This is an optimization exercise on Yosys and OpenROAD, whose aim is small area, a short achievable clock period and few clock cycles, not a production implementation. At most, simulation tests tie the RTL to the original design; equivalence was not proved. Power figures rest on the tool's default switching activity, not on a simulated workload.

// psyn_core
module psyn_core (
    input  wire        clk,
    input  wire        rst,
    input  wire        op_valid,
    input  wire        op_tick,
    input  wire [31:0] op_word,
    output wire        op_ready,
    output wire        resp_valid,
    output wire [2:0]  resp_status,
    output wire [15:0] resp_sample
);
Size in the first run: roughly 7500 cells after synthesis, about 1300 flip-flops.
Settings: LEC_CHECK=0, ABC_AREA=1, CAP_MARGIN=20, CORE_MARGIN=2, CORE_UTILIZATION=75, CTS_BUF_LIST=sky130_fd_sc_hd__clkbuf_8, CTS_CLUSTER_DIAMETER=45, CTS_CLUSTER_SIZE=16, PLACE_DENSITY=0.75, SLEW_MARGIN=20; clock period 90.0 ns.
run.sh (not shown) runs the stock make flow with config.mk's settings and CLKGATE_MAP_FILE= SYNTH_SCRIPT=/design/flow/synth_recipe.tcl, a recipe that flattens the netlist after the stock synthesis.
The first run went through all stages and came out clean.
Testbench counts at the start, summed over its fixed seeds: cycles 24,032.
Then changed:
- CAP_MARGIN: 20 -> 10
- SLEW_MARGIN: 20 -> 10
Non-clock buffer count goes down by 1.
Flip-flop and latch count is unchanged.
Synthesized area does not change.
Critical path depth does not change.
Count of clock-buffer cells in the layout stays the same.
Worst hold slack is worse by 0.045 ns.
Total power came out lower by 1.1%.
Worst setup slack degrades by 0.031 ns.
Then changed:
- CAP_MARGIN: 10 -> 20
- CORE_UTILIZATION: 75 -> 65
- PLACE_DENSITY: 0.75 -> unset
- SLEW_MARGIN: 10 -> 20
Effect: The changed run passed the timing, DRC and antenna checks. Setup slack is worse by 0.0039 ns. Count of clock-buffer cells in the layout rises by 6. Routed wire length falls by about 6%. Synthesized area is unchanged. Sequential share of layout area falls by 0.32 points.

## v6
Another version of the RTL of psyn_core (not shown whole).
For scale: about 57 I/O pins, about 64000 sq um of cells after synthesis.
Design psyn_core, start of the top module:
module psyn_core (
    input  wire        clk,
    input  wire        rst,
    input  wire        op_valid,
    input  wire        op_tick,
    input  wire [31:0] op_word,
    output wire        op_ready,
    output wire        resp_valid,
    output wire [2:0]  resp_status,
    output wire [15:0] resp_sample
);
    localparam [2:0] ST_OK        = 3'd0;
    localparam [2:0] ST_INV_EVENT = 3'd1;
    localparam [2:0] ST_RANGE     = 3'd2;
    localparam [2:0] ST_BUSY      = 3'd3;
    localparam [2:0] ST_INV_CHAN  = 3'd4;
    localparam [3:0] K_END    = 4'd0;
    localparam [3:0] K_TIME   = 4'd1;
    localparam [3:0] K_ENABLE = 4'd2;
    localparam [3:0] K_MUTE   = 4'd3;
    localparam [3:0] K_SETF   = 4'd4;
    localparam [3:0] K_FSTEP  = 4'd5;
    localparam [3:0] K_PMSRC  = 4'd6;
    localparam [3:0] K_SETA   = 4'd7;
    localparam [3:0] K_ASTEP  = 4'd8;
    localparam [3:0] K_AMSRC  = 4'd9;
    localparam [3:0] K_ASCALE = 4'd10;
    localparam [3:0] K_SINT   = 4'd11;
    reg [16*8-1:0] rF;     
    reg [16*8-1:0] rFS;    
    reg [16*8-1:0] rIV;    
    reg [16*8-1:0] rC;     
    reg [8*8-1:0]  rAM;    
    reg [8*8-1:0]  rAS;    
    reg [5*8-1:0]  rSC;    
    reg [8-1:0]    rPE;    
    reg [3*8-1:0]  rPD;    
    reg [8-1:0]    rAE;    
    reg [3*8-1:0]  rAD;    
    reg [16*8-1:0] rLS;    
    reg [16*8-1:0] rT;     
    reg [2:0]  h;          
    reg [7:0]  en_mask;
    reg [7:0]  mu_mask;
    reg [15:0] remaining;
    reg [15:0] lfsr;
    wire [15:0] lfsr_next = {lfsr[14:0], lfsr[15] ^ lfsr[13] ^ lfsr[12] ^ lfsr[10]};
    reg [3:0]  clr_cnt;    
    wire       clearing = (clr_cnt != 4'd0);
    reg        run;        
    reg        mproc;      
    reg signed [18:0] acc;
    reg        dv_busy;
    reg [2:0]  dv_cnt;
  ...
==> flow/config.mk <==
export PLATFORM = sky130hd
export DESIGN_NAME = psyn_core
export DESIGN_NICKNAME = psyn_core
export VERILOG_FILES = /design/flow/design.v
export SDC_FILE = /design/flow/constraint.sdc
export NUM_CORES = 4
export LEC_CHECK = 0
export ABC_AREA = 1
export CAP_MARGIN = 20
export CORE_MARGIN = 2
export CORE_UTILIZATION = 65
export CTS_BUF_LIST = sky130_fd_sc_hd__clkbuf_4 sky130_fd_sc_hd__clkbuf_8
export CTS_CLUSTER_DIAMETER = 50
export CTS_CLUSTER_SIZE = 20
export SLEW_MARGIN = 20
==> flow/constraint.sdc <==
create_clock -name core_clock -period 90.0 [get_ports {clk}]
set_input_delay 18.0000 -clock core_clock [delete_from_list [all_inputs] [get_ports {clk}]]
set_output_delay 18.0000 -clock core_clock [all_outputs]
set_load 0.01 [all_outputs]
Here is what was changed in the inputs of v7 compared with v6.
Settings: clearing CTS_CLUSTER_DIAMETER, which used to be 50; swapping 20 for 30 in CTS_CLUSTER_SIZE; swapping sky130_fd_sc_hd__clkbuf_4 sky130_fd_sc_hd__clkbuf_8 for sky130_fd_sc_hd__clkbuf_8 in CTS_BUF_LIST.
### Flow results
- v7 ends up with lower count of non-CTS buffers in the layout than v6 does.
- Number of clock buffers in the layout ends up lower on v6.
- Taking v6 as the reference point, the routed length on met1 of v7 rises by 0.59%.
- v7 against v6: relative area of non-clock buffer cells in the final design flat, clock network fraction of design power went up 5.9 points.
- The shortest period the worst path allows number comes out lower for v6 vs v7.
- The routed wire length of v7 exceeds that of v6 by about 1.7%.
- Taking v6 as the reference, in v7 core utilization picked up an extra 1.6 points; smallest setup slack after layout shows a reduction of 44 ps.
No run of this note included a check of the RTL's function; only the layout flow was run.

port drivers added, routing unchanged:
The flow's constraints put no driver on any port. The routed layouts listed below were extracted and timed again, unchanged, in two steps.
Step 1 assumes that a clkbuf_16 drives the clock port and a buf_2 every other input.
Step 2 times the ports against the registers' clock, not the clock port: input delays grow and output delays shrink by t, the midpoint of the rising clock arrivals with the driver on.
Slacks: no drivers / after step 1 / after step 2; pairs: no drivers / after step 1.
| run | t, ns | slack for setup (ns) | worst register clock-pin slew, ns |
|---|---|---|---|
| the first run of note 1 | 0.845 | 70.339 / 70.268 / 70.379 | 0.10 / 0.10 |
| the second run of note 1 | 0.857 | 70.307 / 70.237 / 70.329 | 0.10 / 0.10 |
| the third run of note 1 | 0.871 | 70.303 / 70.229 / 70.365 | 0.10 / 0.10 |
| v6 | 0.883 | 70.284 / 70.212 / 70.291 | 0.12 / 0.12 |
| v7 | 0.932 | 70.240 / 70.171 / 70.230 | 0.07 / 0.07 |
After both steps setup and hold are still met in every run listed. The setup slack of v7, which loses most, moves by -0.069 ns with the drivers and by -0.010 ns with both steps.
